What follows belongs to an exercise in optimizing a design on an open flow for small area; a production flow would make more cautious choices.
Only simulation tests tie the RTL to the original design; equivalence was not proved.

$ cat flow/design.v
module lpc_mul (
    input  wire [4:0]  d,
    input  wire        top,
    input  wire        c0,
    input  wire        negc0,
    input  wire [9:0]  k,
    input  wire [11:0] pa,
    input  wire [18:0] add,
    output wire [18:0] sum
);
    function [18:0] csa_s(input [18:0] a, input [18:0] b, input [18:0] c);
        csa_s = a ^ b ^ c;
    endfunction
    function [18:0] csa_c(input [18:0] a, input [18:0] b, input [18:0] c);
        csa_c = ((a & b) | (a & c) | (b & c)) << 1;
    endfunction
    wire [9:0]  rw0 = {10{d[0]}} & k;
    wire [9:0]  rw1 = {10{d[1]}} & k;
    wire [9:0]  rw2 = {10{d[2]}} & k;
    wire [9:0]  rw3 = {10{d[3]}} & k;
    wire [9:0]  rw4 = ({10{d[4]}} & k) ^ (top ? 10'h1FF : 10'h200);
    wire [18:0] r0  = {9'd0, ~rw0[9], rw0[8:0]} << 1;
    wire [18:0] r1  = {9'd0, ~rw1[9], rw1[8:0]} << 2;
    wire [18:0] r2  = {9'd0, ~rw2[9], rw2[8:0]} << 3;
    wire [18:0] r3  = {9'd0, ~rw3[9], rw3[8:0]} << 4;
    wire [18:0] r4  = {9'd0, rw4} << 5;
    wire [11:0] pas = c0 ? (negc0 ? {k[9], k, 1'b0} : 12'd0) : pa;
    wire [18:0] ps  = {7'd0, ~pas[11], pas[10:0]};
    wire [18:0] misc = {9'b111011111, negc0 ? 9'h1FF : {4'b0000, top, 4'b0000}, 1'b0};
    wire [18:0] s1 = csa_s(r0, r1, r2),    c1 = csa_c(r0, r1, r2);
    wire [18:0] s2 = csa_s(r3, r4, ps),    c2 = csa_c(r3, r4, ps);
    wire [18:0] s3 = csa_s(add, misc, s1), c3 = csa_c(add, misc, s1);
    wire [18:0] s4 = csa_s(c1, s2, c2),    c4 = csa_c(c1, s2, c2);
    wire [18:0] s5 = csa_s(s3, c3, s4),    c5 = csa_c(s3, c3, s4);
    wire [18:0] s6 = csa_s(s5, c5, c4),    c6 = csa_c(s5, c5, c4);
    reg  [18:0] r;
    reg         cy;
    integer     n;
    always @(*) begin
        cy = 1'b0;
        for (n = 0; n < 19; n = n + 1) begin
            r[n] = s6[n] ^ c6[n] ^ cy;
            cy   = (s6[n] & c6[n]) | (s6[n] & cy) | (c6[n] & cy);
        end
    end
    assign sum = r;
endmodule
module lpc_excitation (
    input  wire       clk,
    input  wire       rst,
    input  wire       step,
    input  wire       unvoiced,
    input  wire [7:0] pitch,       
    output reg  [7:0] exc          
);
    localparam [12:0] LFSR_SEED = 13'h1FFF;
    localparam [167:0] CHIRP = {
        8'h1D, 8'h1F, 8'h25, 8'h1A, 8'h37, 8'h13, 8'h3B, 8'h32, 8'h1A, 8'h44,
        8'h4C, 8'h26, 8'h25, 8'h50, 8'h71, 8'h6C, 8'h4C, 8'h28, 8'h0F, 8'h03,
        8'h00};
    reg [12:0] lfsr;
    reg [7:0]  pitch_count;
    wire        fb = lfsr[12] ^ lfsr[3] ^ lfsr[2] ^ lfsr[0];
    reg  [7:0] pc_inc;
    reg        ge;
    reg        cy;
    integer    n;
    always @(*) begin
        cy = 1'b1;
        for (n = 0; n < 8; n = n + 1) begin
            pc_inc[n] = pitch_count[n] ^ cy;
            cy        = pitch_count[n] & cy;
        end
        ge = 1'b1;                                
        for (n = 0; n < 8; n = n + 1)
            ge = (pc_inc[n] & ~pitch[n]) | (pc_inc[n] & ge) | (~pitch[n] & ge);
    end
    reg [7:0] chirp;
    always @(*) begin
        chirp = 8'd0;
        for (n = 0; n < 21; n = n + 1)
            if (pitch_count == n)
                chirp = chirp | CHIRP[8*n +: 8];
    end
    always @(*) begin
        if (unvoiced)
            exc = fb ? 8'hC0 : 8'h40;
        else
            exc = chirp;
    end
    always @(posedge clk) begin
        if (rst) begin
            lfsr        <= LFSR_SEED;
            pitch_count <= 8'd0;
        end else if (step) begin
            if (unvoiced)
                lfsr <= {lfsr[11:0], fb};
            else
                pitch_count <= ge ? 8'd0 : pc_inc;
        end
    end
endmodule
module lpc_synth (
    input  wire        clk,
    input  wire        rst,
    input  wire        in_valid,
    output wire        in_ready,
    input  wire        unvoiced,
    input  wire [7:0]  pitch,
    input  wire [9:0]  energy,
    input  wire [99:0] k,           
    output reg         out_valid,
    output reg  [9:0]  out_sample
);
    reg        busy;
    reg  [9:0] jh;                  
    reg  [6:0] sh;                  
    reg        zx;                  
    wire start  = !busy && jh[0] && in_valid;
    wire act    = busy || start;
    wire last   = busy && jh[9] && sh[6];
    wire accept = last && in_valid;
    assign in_ready = last;
    wire       isA = sh[0] | sh[1] | sh[2];         
    wire       s3  = sh[3];
    wire       hi  = sh[4] | sh[5] | sh[6];
    wire       c0  = sh[0] | sh[3] | sh[4];          
    wire       c1  = sh[1] | sh[5];
    wire       c2  = sh[2] | sh[6];
    always @(posedge clk) begin
        if (rst) begin
            busy <= 1'b0;
            jh   <= 10'd1;
            sh   <= 7'd1;
            zx   <= 1'b1;
        end else if (act) begin
            if (last) begin
                busy <= 1'b0;
                jh   <= 10'd8;          
                sh   <= 7'd1;
                zx   <= 1'b0;
            end else begin
                busy <= 1'b1;
                sh <= {sh[5:0], sh[6]};
                if (sh[6])
                    jh <= {jh[8:0], jh[9]};
            end
        end else begin
            jh <= {jh[8:0], jh[9]};
        end
    end
    reg  [9:0] prev_energy;
    wire [7:0] exc;
    lpc_excitation u_exc (
        .clk      (clk),
        .rst      (rst),
        .step     (accept),
        .unvoiced (unvoiced),
        .pitch    (pitch),
        .exc      (exc)
    );
    always @(posedge clk) begin
        if (accept)
            prev_energy <= energy;
    end
    reg  [149:0] ring;              
    wire [14:0]  r0 = ring[14:0];
    wire [14:0]  r1 = ring[29:15];
    wire [14:0]  r2 = ring[44:30];
    wire [14:0]  r6 = ring[104:90];
    reg  signed [18:0] u;
    reg  [11:0] pa;
    reg  [9:0] kop;
    integer    n;
    always @(*) begin
        kop = {10{jh[0] & hi & !zx}} & prev_energy;
        for (n = 0; n < 10; n = n + 1)
            kop = kop | ({10{jh[9-n] & !(n == 9 && hi)}} & k[10*n +: 10]);
    end
    reg  [4:0] dig;
    always @(*) begin
        if (isA)
            dig = ~(zx ? 5'd0 : (({5{c0}} & r0[4:0]) | ({5{c1}} & r1[9:5]) | ({5{c2}} & r2[14:10])));
        else if (s3)
            dig = 5'd0;
        else if (jh[0])
            dig = ({5{c1}} & {exc[3:0], 1'b0}) | ({5{c2}} & {exc[7], exc[7:4]});
        else
            dig = ({5{c0}} & u[4:0]) | ({5{c1}} & u[9:5]) | ({5{c2}} & u[14:10]);
    end
    reg  [18:0] opb;
    always @(*) begin
        if (s3)
            opb = u;
        else if (!c2)
            opb = 19'd0;
        else if (isA)
            opb = jh[0] ? 19'd0 : u;
        else if (jh[0])
            opb = u;
        else
            opb = zx ? 19'd0 : {4'd0, r6};
    end
    wire [18:0] sum;
    lpc_mul u_mul (
        .d     (dig),
        .top   (c2),
        .c0    (c0),
        .negc0 (sh[0]),
        .k     (kop),
        .pa    (pa),
        .add   (opb),
        .sum   (sum)
    );
    always @(posedge clk) begin
        pa <= sum[16:5];
        if (act && (sh[2] || (sh[6] && jh[0])))
            u <= sum;
    end
    always @(posedge clk) begin
        ring <= {ring[134:0], ring[149:135]};
        if (act && (sh[6] || (s3 && jh[9])))
            ring[119:105] <= sum[14:0];
    end
    always @(posedge clk) begin
        if (rst)
            out_valid <= 1'b0;
        else
            out_valid <= accept;
    end
    always @(*) begin
        if (!u[18] && u[17:11] != 7'd0)
            out_sample = 10'h1FF;
        else if (u[18] && u[17:11] != 7'h7F)
            out_sample = 10'h200;
        else
            out_sample = u[11:2];
    end
endmodule
$ cat flow/flow/run.sh
#!/bin/bash
# The standard layout with three changes to how it is made:
#  - the port buffers that placement inserts are sky130_fd_sc_hd__buf_1
#    (the default picks a 10 um2 delay buffer for every input and output);
#  - the buffers that synthesis inserts are removed at floorplan, and the
#    resizer buffers what it needs afterwards;
#  - synthesis skips Yosys's generic "abc -fast" before the full-adder
#    extraction, so that the carry-save adders map to full-adder cells
#    without inverters between them (registers are unaffected).
# The synthesis script, floorplan, power grid, placement, CTS and routing
# are otherwise the standard flow's own (standard.sh).
set -euo pipefail
export BUFFER_PORTS_ARGS="-buffer_cell sky130_fd_sc_hd__buf_1"
export REMOVE_ABC_BUFFERS=1
export SYNTH_ARGS=-noabc
bash standard.sh "BUFFER_PORTS_ARGS=-buffer_cell sky130_fd_sc_hd__buf_1" \
    REMOVE_ABC_BUFFERS=1 SYNTH_ARGS=-noabc finish > standard_flow.log 2>&1
$ cat flow/standard.sh
#!/bin/bash
# synth_recipe.tcl (not shown) runs the flow's synth.tcl, then flattens the netlist and writes it again
# the make line also repeats each setting of config.mk as NAME=value (left out here)
make -C /OpenROAD-flow-scripts/flow DESIGN_CONFIG=/design/flow/config.mk WORK_HOME=/design/flow/orfs CLKGATE_MAP_FILE= SYNTH_SCRIPT=/design/flow/synth_recipe.tcl "${@:-finish}"
$ cat flow/config.mk
export PLATFORM = sky130hd
export DESIGN_NAME = lpc_synth
export DESIGN_NICKNAME = lpc_synth
export VERILOG_FILES = /design/flow/design.v
export SDC_FILE = /design/flow/constraint.sdc
export NUM_CORES = 4
export LEC_CHECK = 0
export CAP_MARGIN = 0
export CORE_MARGIN = 2
export CORE_UTILIZATION = 60
export CTS_BUF_LIST = sky130_fd_sc_hd__clkbuf_8
export CTS_CLUSTER_DIAMETER = 80
export CTS_CLUSTER_SIZE = 16
export GPL_TIMING_DRIVEN = 0
export SLEW_MARGIN = 0
$ cat flow/constraint.sdc
create_clock -name core_clock -period 12.0 [get_ports {clk}]
set_input_delay 2.4000 -clock core_clock [delete_from_list [all_inputs] [get_ports {clk}]]
set_output_delay 2.4000 -clock core_clock [all_outputs]
set_load 0.01 [all_outputs]
==> results of run 1 <==
[per-layer routing]
| metal | wire (um) | share of wire | vias to the layer above | track usage |
|---|---|---|---|---|
| met2 | 11750 | 0.48 | 330 | 0.4616 |
| li1 | - | - | 3308 | - |
| met1 | 9817 | 0.40 | 3554 | 0.3592 |
| met5 | 0 | 0 | - | 0 |
| met3 | 1796 | 0.074 | 65 | 0.04642 |
| met4 | 1001 | 0.041 | 0 | 0.1188 |
[per-stage QoR]
stage	instance area [um^2]	TNS, ps	instances
final	11120	0	1199
after global routing	11120	0	1199
after CTS	11070	0	1199
after detailed placement	10630	-5378	1164
after global placement	10570	-4845	1161
after floorplan	9798	-870.0	808
[worst reg2reg max path: cells and delay by family (launching register included)]
family / cells / cell delay, ps
adders and majority gates: 20 / 8140
xor gates and xnor gates: 2 / 290
DFF: 1 / 640
and+or+nand+nor: 3 / 1100
AOI/OAI and AO/OA: 3 / 1130
[registers in the layout, indices dropped and copies added, names as in the netlist]
signal             flops
zx                     1
ring                 150
u_exc.lfsr            13
busy                   1
jh                    10
prev_energy           10
u_exc.pitch_count      8
pa                    12
out_valid              1
sh                     7
u                     19
[cells by family after synthesis]
group,Yosys count,synth area share
adders and majority gates,105,0.1844
muxes,16,0.01797
DFF,232,0.4921
AOI/OAI and AO/OA,193,0.1526
xor gates and xnor gates,9,0.007862
and+or+nand+nor,223,0.1109
buffers and inverters,76,0.03407
[cells in the final DEF (no fill, tap or decap), drive strengths merged, types with 3 or more instances in the layout]
master   netlist  final
dfxtp        203    203
buf           13    140
fa            72     72
nor2          64     64
nand2         57     57
inv           30     41
a21oi         32     32
ha            31     31
a221oi        30     30
edfxtp        29     29
a22o          27     27
nor3          23     23
nand3         22     22
a22oi         21     21
o21ai         20     20
clkbuf        33     19
a222oi        18     18
nand3b        17     17
mux2          16     16
o21a          12     12
or2            9      9
nand2b         7      7
xnor2          7      7
nor4           5      5
or3            4      4
a221o          4      4
and2           3      3
nor2b          3      3
a2111oi        3      3
o31ai          3      3
[timing repair]
action                     4_1_cts  5_1_grt
buffers inserted                 5        0
pin swaps                        4        3
setup endpoints to repair        4        2
resized for setup               19       10
hold endpoints to repair         0        0
[path summary, 6_finish.rpt]
kind | slack [ps] | depth (start not counted) | from | end
min reg2reg | 320 | 0 | ring[13] | ring[28]
max | 330 | 26 | k[43] | u[18]
max reg2reg | 460 | 28 | sh[0] | u[18]
min | 320 | 0 | ring[13] | ring[28]
[area by class of cell]
type,instances,area (um^2)
clock buffer,18,247.7
clock inverter,12,55.05
fill,1294,5346
inverter,30,112.6
multi-input combinational,546,4913
sequential,232,4935
tap,220,275.3
timing repair buffer,141,580.6
==> results.sh, run 1 <==
export IMPL_hpwl_um=17830
export IMPL_core_area_um2=16470
export IMPL_drt_iter0_drc=514
export IMPL_h_tree_depth=1
export IMPL_design_die_area_um2=17760
export IMPL_start_util=0.6090
export IMPL_synth_ff_type="dfxtp_1"
export IMPL_ctsRootBufferMaster="clkbuf_8"
export IMPL_rows=47
export IMPL_synth_seq_cells=232
export IMPL_critPathArrivalTime_ps=11940
export IMPL_grt_use_total=0.2767
export IMPL_status="timing/DRC/antenna clean"
export IMPL_holdWs_ps=318.6
export IMPL_ant_nets=0
export IMPL_layout_drive_gt1_share=0.09908
export IMPL_min_period_ps=11670
export IMPL_synthTopCellsByArea="dfxtp_1, fa_1, edfxtp_1"
export IMPL_slew_violations=0
export IMPL_clock_latency_ps=540
export IMPL_syn_inst=854
export IMPL_crit_top_cell="fa_2"
export IMPL_drtPass1Iterations=7
export IMPL_setup_slack_ps=325.4
export IMPL_layout_nets=1194
export IMPL_cts_clk_slew_worst_paths_ps=100
export IMPL_place_ws_ps=-1570
export IMPL_utilization=0.6753
export IMPL_avgRoutedWirePerCell_um=20.32
export IMPL_setup_violations=0
export IMPL_drt_wl_total_um=24360
export IMPL_yosysUniqueCellTypes=72
export IMPL_critPathMaxStageDelay_ps=540
export IMPL_cpLargestDelayFamily="adder cells"
export IMPL_max_cap_viol_count=0
export IMPL_io_buffers=133
export IMPL_synth_common_cells="dfxtp_1, fa_1, nor2_1, nand2_1"
export IMPL_io_pins=134
export IMPL_tritoncts="done"
export IMPL_hp_class="reg2reg"
export IMPL_grt_pass1_wl_um=38780
export IMPL_yosysMostFrequentCell="dfxtp_1"
export IMPL_grt_remaining_overflow=0
export IMPL_drc_errors=0
export IMPL_grt_max_degree=37
export IMPL_cts_sinks=232
export IMPL_place_gp_congestion=0.9526
export IMPL_max_freq_ghz=0.08566
export IMPL_syn2layout_area_growth_pct=10.89
export IMPL_cts_hold_buf=0
export IMPL_async_flop_share=0
export IMPL_hold_viol=0
export IMPL_n_antenna_cell=0
export IMPL_syn_area_um2=10030
export IMPL_postSynthAreaPerCell_um2=11.74
export IMPL_crit_slowest_cell="a221oi_2"
export IMPL_cp_max_fo=7
export IMPL_vias=7257
export IMPL_grt_pass1_vias=7549
export IMPL_yosysTopAreaCell="dfxtp_1"
export IMPL_setup_worst_path_end_class="register"
export IMPL_skew_ps=35.27
export IMPL_dieWidth_um=133.3
export IMPL_synth_edff_count=29
export IMPL_slew_limit_headroom=0.2781
export IMPL_antenna_found_initial=0
export IMPL_die_h_um=133.3
export IMPL_synth_top_area_share=0.4053
export IMPL_grt_setup_unrepaired="no"
export IMPL_crit_type="in2reg"
export IMPL_via_per_inst=6.053
export IMPL_cts_buffers=18
export IMPL_worst_setup_path_start_kind="input port"
export IMPL_yosysWarningCount=3
export IMPL_clock_path_buffers=3
export IMPL_ys_seq_area_frac=0.4921
export IMPL_period_share=0.9729
export IMPL_tightest_slew_ps=1077
export IMPL_required_ps=12270
export IMPL_cp_num_buf_inv=1
==> run 2: changes to the inputs <==
==> flow/flow/run.sh (replaced) <==
#!/bin/bash
# The standard layout with these changes to how it is made:
#  - the port buffers that placement inserts are sky130_fd_sc_hd__buf_1
#    (the default picks a 10 um2 delay buffer for every input and output);
#  - the buffers that synthesis inserts are removed at floorplan, and the
#    resizer buffers what it needs afterwards;
#  - synthesis skips Yosys's generic "abc -fast" before the full-adder
#    extraction, so that the carry-save adders map to full-adder cells
#    without inverters between them;
#  - after the standard synthesis, its combinational logic (all but the
#    flip-flops, adders and tie cells) is mapped again by ABC with Yosys's
#    default script (resynth.tcl). Registers keep their names and cells.
# Each tool's output goes to a log file in this folder.
set -euo pipefail
here=$(pwd)
args=("BUFFER_PORTS_ARGS=-buffer_cell sky130_fd_sc_hd__buf_1" REMOVE_ABC_BUFFERS=1 SYNTH_ARGS=-noabc)
export BUFFER_PORTS_ARGS="-buffer_cell sky130_fd_sc_hd__buf_1"
export REMOVE_ABC_BUFFERS=1
export SYNTH_ARGS=-noabc

bash standard.sh "${args[@]}" synth > standard_synth.log 2>&1

results=$here/orfs/results/${FLOW_PLATFORM}/lpc_synth/base
lib=$FLOW_HOME/platforms/${FLOW_PLATFORM}/lib/sky130_fd_sc_hd__tt_025C_1v80.lib
yosys_exe=$FLOW_HOME/../tools/install/yosys/bin/yosys
[[ -x $yosys_exe ]] || yosys_exe=$(command -v yosys)

cp "$results/1_2_yosys.v" "$here/synth_standard.v"
python3 flow/comb_lib.py "$lib" > "$here/comb.lib" 2> comb_lib.log
export RESYN_LIB=$lib
export RESYN_COMB_LIB=$here/comb.lib
export RESYN_IN=$here/synth_standard.v
export RESYN_OUT=$here/synth_resynth.v
export RESYN_ABC_CONSTR=$here/flow/abc.constr
export RESYN_STAT_IN=$here/resynth_stat_in.txt
export RESYN_STAT_OUT=$here/resynth_stat_out.txt
"$yosys_exe" -c flow/resynth.tcl > resynth.log 2>&1

cp "$here/synth_resynth.v" "$results/1_2_yosys.v"
touch "$results/1_2_yosys.v"
rm -f "$here/comb.lib"

bash standard.sh "${args[@]}" finish > standard_flow.log 2>&1
==> flow/flow/abc.constr (new file) <==
set_driving_cell sky130_fd_sc_hd__buf_1
set_load 5
==> flow/flow/comb_lib.py (new file) <==
# Writes to stdout the combinational cells of a liberty file (no flip-flops,
# latches, adders, tie, tap, fill, decap, diode, probe or lpflow cells), for
# Yosys to read as logic so that ABC can map that logic again.
import re,sys
lib=open(sys.argv[1]).read()
# split into header and cell groups
i=lib.index('cell (')
head=lib[:i]
cells=[]
pos=i
while True:
    m=re.compile(r'\n\s*cell\s*\(').search(lib,pos-1 if pos>0 else 0)
    if not m: break
    start=m.start()
    # find matching brace
    b=lib.index('{',start); depth=0; k=b
    while True:
        if lib[k]=='{': depth+=1
        elif lib[k]=='}':
            depth-=1
            if depth==0: break
        k+=1
    cells.append(lib[start:k+1]); pos=k+1
keep=[]
for c in cells:
    name=re.search(r'cell\s*\(\s*"?([\w]+)',c).group(1)
    if re.search(r'\b(ff|latch|statetable)\s*\(',c): continue
    if re.search(r'__(fa|ha|fah|conb|tap|fill|decap|diode|probe|lpflow|macro)',name): continue
    keep.append(c)
sys.stdout.write(head+'\n'.join(keep)+'\n}\n')
==> flow/flow/resynth.tcl (new file) <==
# Maps the combinational logic of the standard synthesis's netlist again with
# ABC, this time with Yosys's default ABC script (3 ns delay target, with
# buffering and sizing for the driving cell and load in abc.constr). Flip-flops, full and half
# adders and tie cells are kept as they are (read as black boxes); every other
# cell is read as its function from the liberty file. ABC maps to the cells of
# comb.lib only, which leaves out every cell on the platform's don't-use list.
yosys -import
set lib $::env(RESYN_LIB)
read_liberty -lib $lib
read_liberty -overwrite -ignore_miss_func $::env(RESYN_COMB_LIB)
read_verilog $::env(RESYN_IN)
hierarchy -check -top $::env(FLOW_TOP)
flatten
opt_clean -purge
tee -o $::env(RESYN_STAT_IN) stat -liberty $lib
abc -liberty $::env(RESYN_COMB_LIB) -D 3000 -constr $::env(RESYN_ABC_CONSTR)
opt_clean -purge
hilomap -singleton -hicell sky130_fd_sc_hd__conb_1 HI -locell sky130_fd_sc_hd__conb_1 LO
insbuf -buf sky130_fd_sc_hd__buf_4 A X
splitnets
opt_clean -purge
tee -o $::env(RESYN_STAT_OUT) stat -liberty $lib
write_verilog -noattr -nohex -nodec $::env(RESYN_OUT)
==> run 2 against run 1 <==
  * Wire length down 5.8%
  * Clock-buffer cell count up 1
  * Hold slack better by 3.4 ps
  * Worst setup slack better by 28 ps
  * First-iteration DRC count up 28%
  * Synthesized area down 4.2%
  * Highest routed layer unchanged
  * Die area down 4.1%
  * Global-route usage down 0.78 points
==> results.sh, run 2 <==
export IMPL_status="timing/DRC/antenna clean"
export IMPL_ctsRootBufferMaster="clkbuf_8"
export IMPL_setup_worst_path_end_class="register"
export IMPL_worstHoldStart="ring[53]"
export IMPL_design_die_area_um2=17040
export IMPL_syn_inst=824
export IMPL_start_util=0.6093
export IMPL_yosysWarningCount=3
export IMPL_cp_max_fo=10
export IMPL_cp_depth=27
export IMPL_drc_errors=0
export IMPL_final_area_um2=10870
export IMPL_tightest_slew_ps=1183
export IMPL_ff2ff_path_depth=27
export IMPL_syn2layout_area_growth_pct=13.15
export IMPL_crit_slowest_cell="fa_1"
export IMPL_dieWidth_um=130.5
export IMPL_slew_limit_headroom=0.2082
export IMPL_cts_clk_slew_worst_paths_ps=100
export IMPL_critPathArrivalTime_ps=11950
export IMPL_setup_slack_ps=353.6
export IMPL_reg_top3="ring: 150 flops, u: 19 flops, u_exc.lfsr: 13 flops"
export IMPL_avgRoutedWirePerCell_um=19.39
export IMPL_use_met3=0.03909
export IMPL_via_per_inst=5.845
export IMPL_hpwl_um=16810
export IMPL_grt_use_total=0.2689
export IMPL_io_buffers=133
export IMPL_syn_area_um2=9608
export IMPL_r2r_slack_ps=600
export IMPL_regMostFlops="ring"
export IMPL_h_tree_depth=1
export IMPL_core_area_um2=15770
export IMPL_place_ws_ps=-1550
export IMPL_postSynthAreaPerCell_um2=11.66
export IMPL_crit_top_cell="fa_2"
export IMPL_max_cap_viol_count=0
export IMPL_cpLargestDelayFamily="adder cells"
export IMPL_drt_wl_total_um=22940
export IMPL_grt_remaining_overflow=0
export IMPL_met1_usage=0.3623
export IMPL_final_cell_mix="dfxtp_1, buf_1, nand2_1"
export IMPL_layout_commonest_cell="dfxtp_1"
export IMPL_cts_buffers=18
export IMPL_n_antenna_cell=0
export IMPL_instances_no_fill=1183
export IMPL_critPathMaxStageDelay_ps=550
export IMPL_startpoint="unvoiced"
export IMPL_r2r_start="sh[6]"
export IMPL_grt_pass1_vias=6966
export IMPL_grt_pass1_wl_um=35320
export IMPL_endpoint="u[18]"
export IMPL_drtPass1Iterations=6
export IMPL_layout_drive_gt1_share=0.09617
export IMPL_setup_violations=0
export IMPL_rows=46
export IMPL_hold_viol=0
export IMPL_clock_latency_ps=540
export IMPL_globalRouteMet2Util=0.4461
export IMPL_hp_class="reg2reg"
export IMPL_largest_reg_flops=150
export IMPL_max_freq_ghz=0.08586
export IMPL_final_seq_area_um2=4935
export IMPL_die_h_um=130.5
export IMPL_fillers=1207
export IMPL_worst_setup_path_start_kind="input port"
export IMPL_skew_ps=35.42
export IMPL_grt_setup_unrepaired="no"
export IMPL_cp_num_buf_inv=1
export IMPL_crit_type="in2reg"
export IMPL_dpl_cell_count=1136
export IMPL_slew_violations=0
export IMPL_grt_max_degree=26
export IMPL_place_gp_congestion=0.9074
export IMPL_min_period_ps=11650
export IMPL_vias=6915
export IMPL_required_ps=12300
export IMPL_clock_path_buffers=3
export IMPL_drt_iter0_drc=656
export IMPL_placed_area_um2=10250
export IMPL_antenna_found_initial=0
export IMPL_layout_nets=1182
export IMPL_cts_sinks=232
export IMPL_ant_nets=0
export IMPL_period_share=0.9705
export IMPL_fin_setup_tns_ps=0
export IMPL_multi_input_comb_area_um2=4582
export IMPL_tritoncts="done"
export IMPL_rr_endpoint="u[18]"
export IMPL_top_usage_layer="met2"
export IMPL_io_pins=134
[run 2: what timing repair did]
item / in CTS / in global routing
pin swaps: 4 / 7
gates resized for setup: 18 / 16
buffers inserted: 15 / 1
hold buffers: 0 / 0
endpoints found under the setup margin: 4 / 2
[run 2: per-stage QoR]
step	util	hold WS [ps]
final	0.6894	322.1
after global routing	0.6894	326.8
after CTS	0.6838	323.3
after detailed placement	0.6502	312.1
after global placement	0.6488	310.3
after floorplan	-	309.6
[run 2: worst register-to-register path, cell delays in order (launching register included)]
cell,delay (ps)
dfxtp_1,600
or2_2,560
nor2_1,170
a21oi_1,400
o311ai_0,460
a21oi_4,490
nor2_2,100
fa_1,530
fa_1,550
fa_1,430
ha_1,310
fa_2,380
fa_2,400
fa_2,410
fa_2,410
fa_2,400
fa_1,460
fa_2,410
fa_2,400
fa_2,410
fa_1,450
fa_1,460
fa_1,460
fa_2,410
fa_2,400
fa_1,430
xnor2_1,150
xnor2_1,120
[run 2: worst min path at each step]
stage	endpoint	slack [ps]	cells past startpoint
3_3_place_gp	ring[61]	310	0
6_report	ring[68]	320	0
4_1_cts	ring[68]	320	0
3_5_place_dp	ring[138]	310	0
5_1_grt	ring[34]	330	0
2_1_floorplan	ring[0]	310	0
[run 2: area by class of cell]
cell class / instances / area share
Tap cell: 216 / 0.02486
Sequential cell: 232 / 0.4539
Inverter: 32 / 0.01105
Clock inverter: 11 / 0.005179
Timing Repair Buffer: 151 / 0.05950
Multi-Input combinational cell: 522 / 0.4215
Clock buffer: 19 / 0.02405
[run 2: layer usage]
metal / wire length, um / vias up / share of wire
met3: 1519 / 60 / 0.066
met2: 10900 / 295 / 0.48
met5: 0 / - / 0
li1: - / 3223 / -
met1: 9660 / 3337 / 0.42
met4: 860 / 0 / 0.037
==> run 3: changes to the inputs <==
--- a/flow/flow/run.sh
+++ b/flow/flow/run.sh
@@ -32,5 +32,4 @@
 export RESYN_IN=$here/synth_standard.v
 export RESYN_OUT=$here/synth_resynth.v
-export RESYN_ABC_CONSTR=$here/flow/abc.constr
 export RESYN_STAT_IN=$here/resynth_stat_in.txt
 export RESYN_STAT_OUT=$here/resynth_stat_out.txt
--- a/flow/flow/resynth.tcl
+++ b/flow/flow/resynth.tcl
@@ -1,5 +1,4 @@
 # Maps the combinational logic of the standard synthesis's netlist again with
-# ABC, this time with Yosys's default ABC script (3 ns delay target, with
-# buffering and sizing for the driving cell and load in abc.constr). Flip-flops, full and half
+# ABC, this time with Yosys's default ABC script. Flip-flops, full and half
 # adders and tie cells are kept as they are (read as black boxes); every other
 # cell is read as its function from the liberty file. ABC maps to the cells of
@@ -14,5 +13,5 @@
 opt_clean -purge
 tee -o $::env(RESYN_STAT_IN) stat -liberty $lib
-abc -liberty $::env(RESYN_COMB_LIB) -D 3000 -constr $::env(RESYN_ABC_CONSTR)
+abc -liberty $::env(RESYN_COMB_LIB)
 opt_clean -purge
 hilomap -singleton -hicell sky130_fd_sc_hd__conb_1 HI -locell sky130_fd_sc_hd__conb_1 LO
removed: flow/flow/abc.constr
==> run 3 against run 2 <==
  * Wire length grew 5.7%
  * Final cell count down 0.85%
  * Via count grew 2.3%
  * Still clean
  * Core utilization is 1.7 points higher
  * Largest cell class unchanged
  * Final area down 0.49%
==> results.sh, run 3 <==
export IMPL_top_usage_layer="met2"
export IMPL_fillers=1146
export IMPL_holdWs_ps=323.5
export IMPL_io_buffers=133
export IMPL_instances_no_fill=1173
export IMPL_core_area_um2=15310
export IMPL_h_tree_depth=1
export IMPL_worst_setup_path_start_kind="input port"
export IMPL_grt_remaining_overflow=0
export IMPL_syn_inst=787
export IMPL_final_cell_mix="dfxtp_1, buf_1, nand2_1"
export IMPL_status="timing/DRC/antenna clean"
export IMPL_setup_violations=0
export IMPL_drtPass1Iterations=10
export IMPL_slew_violations=0
export IMPL_required_ps=12290
export IMPL_cp_num_buf_inv=2
export IMPL_grt_pass1_vias=7029
export IMPL_hold_depth=0
export IMPL_cpLargestDelayFamily="adder cells"
export IMPL_worstHoldStart="ring[80]"
export IMPL_grt_setup_unrepaired="no"
export IMPL_cts_hold_buf=0
export IMPL_largest_reg_flops=150
export IMPL_reg_top3="ring: 150 flops, u: 19 flops, u_exc.lfsr: 13 flops"
export IMPL_fin_setup_tns_ps=0
export IMPL_utilization=0.7064
export IMPL_r2r_start="sh[0]"
export IMPL_setup_slack_ps=317.0
export IMPL_vias=7073
export IMPL_via_per_inst=6.030
export IMPL_clock_path_buffers=3
export IMPL_antenna_found_initial=0
export IMPL_grt_pass1_wl_um=37420
export IMPL_hold_end="ring[95]"
export IMPL_crit_top_cell="fa_2"
export IMPL_slew_limit_headroom=0.1623
export IMPL_place_gp_congestion=0.9011
export IMPL_critPathArrivalTime_ps=11980
export IMPL_drt_wl_total_um=24240
export IMPL_ff2ff_path_depth=24
export IMPL_final_area_um2=10820
export IMPL_design_die_area_um2=16800
export IMPL_regMostFlops="ring"
export IMPL_grt_use_total=0.2908
export IMPL_cts_buffers=18
export IMPL_placed_area_um2=10250
export IMPL_start_util=0.6183
export IMPL_tritoncts="done"
export IMPL_max_cap_viol_count=0
export IMPL_postSynthAreaPerCell_um2=12.03
export IMPL_n_antenna_cell=0
export IMPL_layout_drive_gt1_share=0.06549
export IMPL_use_met3=0.06482
export IMPL_rows=45
export IMPL_met1_usage=0.3669
export IMPL_drt_iter0_drc=695
export IMPL_max_freq_ghz=0.08559
export IMPL_setup_worst_path_end_class="register"
export IMPL_cp_max_fo=10
export IMPL_die_h_um=129.6
export IMPL_hpwl_um=17510
export IMPL_skew_ps=31.37
export IMPL_layout_nets=1178
export IMPL_cts_sinks=232
export IMPL_place_ws_ps=-1579
export IMPL_ant_nets=0
export IMPL_yosysWarningCount=3
export IMPL_crit_slowest_cell="fa_1"
export IMPL_period_share=0.9736
export IMPL_min_period_ps=11680
export IMPL_grt_max_degree=26
export IMPL_drc_errors=0
export IMPL_rr_endpoint="u[18]"
export IMPL_avgRoutedWirePerCell_um=20.67
export IMPL_syn2layout_area_growth_pct=14.24
export IMPL_crit_type="in2reg"
export IMPL_hold_viol=0
export IMPL_syn_area_um2=9469
export IMPL_dieWidth_um=129.6
export IMPL_io_pins=134
export IMPL_clock_latency_ps=540
export IMPL_tightest_slew_ps=1252
export IMPL_hp_class="reg2reg"
export IMPL_ctsRootBufferMaster="clkbuf_8"
export IMPL_globalRouteMet2Util=0.4949
export IMPL_critPathMaxStageDelay_ps=600
export IMPL_dpl_cell_count=1131
export IMPL_r2r_slack_ps=560
export IMPL_layout_commonest_cell="dfxtp_1"
export IMPL_cts_clk_slew_worst_paths_ps=100
==> run 3: worst max path at each step <==
stage	endpoint	slack (ps)	startpoint	cells past startpoint
floorplan	u[18]	-500	unvoiced	26
global placement	u[18]	-1540	unvoiced	27
detailed placement	u[18]	-1580	unvoiced	27
CTS	u[18]	20	unvoiced	28
global route	u[18]	3	k[40]	28
finish	u[18]	320	unvoiced	27
==> run 3: worst reg2reg max path: cells and delay by family, from the launching register on <==
kind | cells | cell delay [ps]
xor+xnor | 2 | 280
flops | 1 | 560
compound gates | 2 | 1310
simple gates | 3 | 1410
fa+ha+maj | 17 | 7660
==> run 3: what timing repair did <==
action / in CTS / in global routing
pin swaps: 4 / 2
buffers inserted: 12 / 0
setup endpoints to repair: 4 / 2
gates resized for setup: 21 / 11
==> run 3: cell type report <==
cell class | count | area [um^2] | share of cell area
Sequential cell | 232 | 4935 | 0.4562
Clock inverter | 11 | 56.30 | 0.005205
Inverter | 32 | 120.1 | 0.01110
Timing Repair Buffer | 147 | 613.1 | 0.05667
Tap cell | 211 | 264.0 | 0.02440
Clock buffer | 18 | 247.7 | 0.02290
Multi-Input combinational cell | 522 | 4582 | 0.4235
==> run 3: layer usage <==
metal	up-vias	wire, um
li1	3212	-
met2	378	11620
met5	-	0
met1	3421	9666
met3	62	2112
met4	0	846

## afterwards: timing with drivers on the ports
How much do the figures lean on ideal ports? The routed layouts below were timed once more, with nothing changed but the port constraints.
Step 1 sets driving cells, clkbuf_16 on the clock port and buf_2 on the other inputs (assumed; they add their load-dependent delay and slew).
Step 2 adds t to the input delays and takes it off the output delays; t is the mean of the earliest and latest rising clock arrival at the registers after step 1. Input paths then give back, and output paths get back, about the clock's delay inside the block.
Three values: ideal ports, drivers, drivers and shift; two values: the first two.
run | shift t [ns] | slack for setup (ns) | worst hold slack (ns) | worst setup path after step 2 | slew at the worst register clock pin (ns)
run 1 | 0.561 | 0.325 / 0.346 / -0.215 | 0.319 / 0.319 / 0.319 | input to register | 0.12 / 0.12
run 2 | 0.565 | 0.354 / 0.369 / -0.196 | 0.322 / 0.322 / 0.322 | input to register | 0.10 / 0.10
run 3 | 0.559 | 0.317 / 0.334 / -0.225 | 0.323 / 0.323 / 0.323 | input to register | 0.12 / 0.12
With both steps, setup timing fails in every run listed, where it was met with ideal ports. For run 2, which loses most, drivers alone change the setup slack by +0.015 ns; drivers and shift together by -0.550 ns.
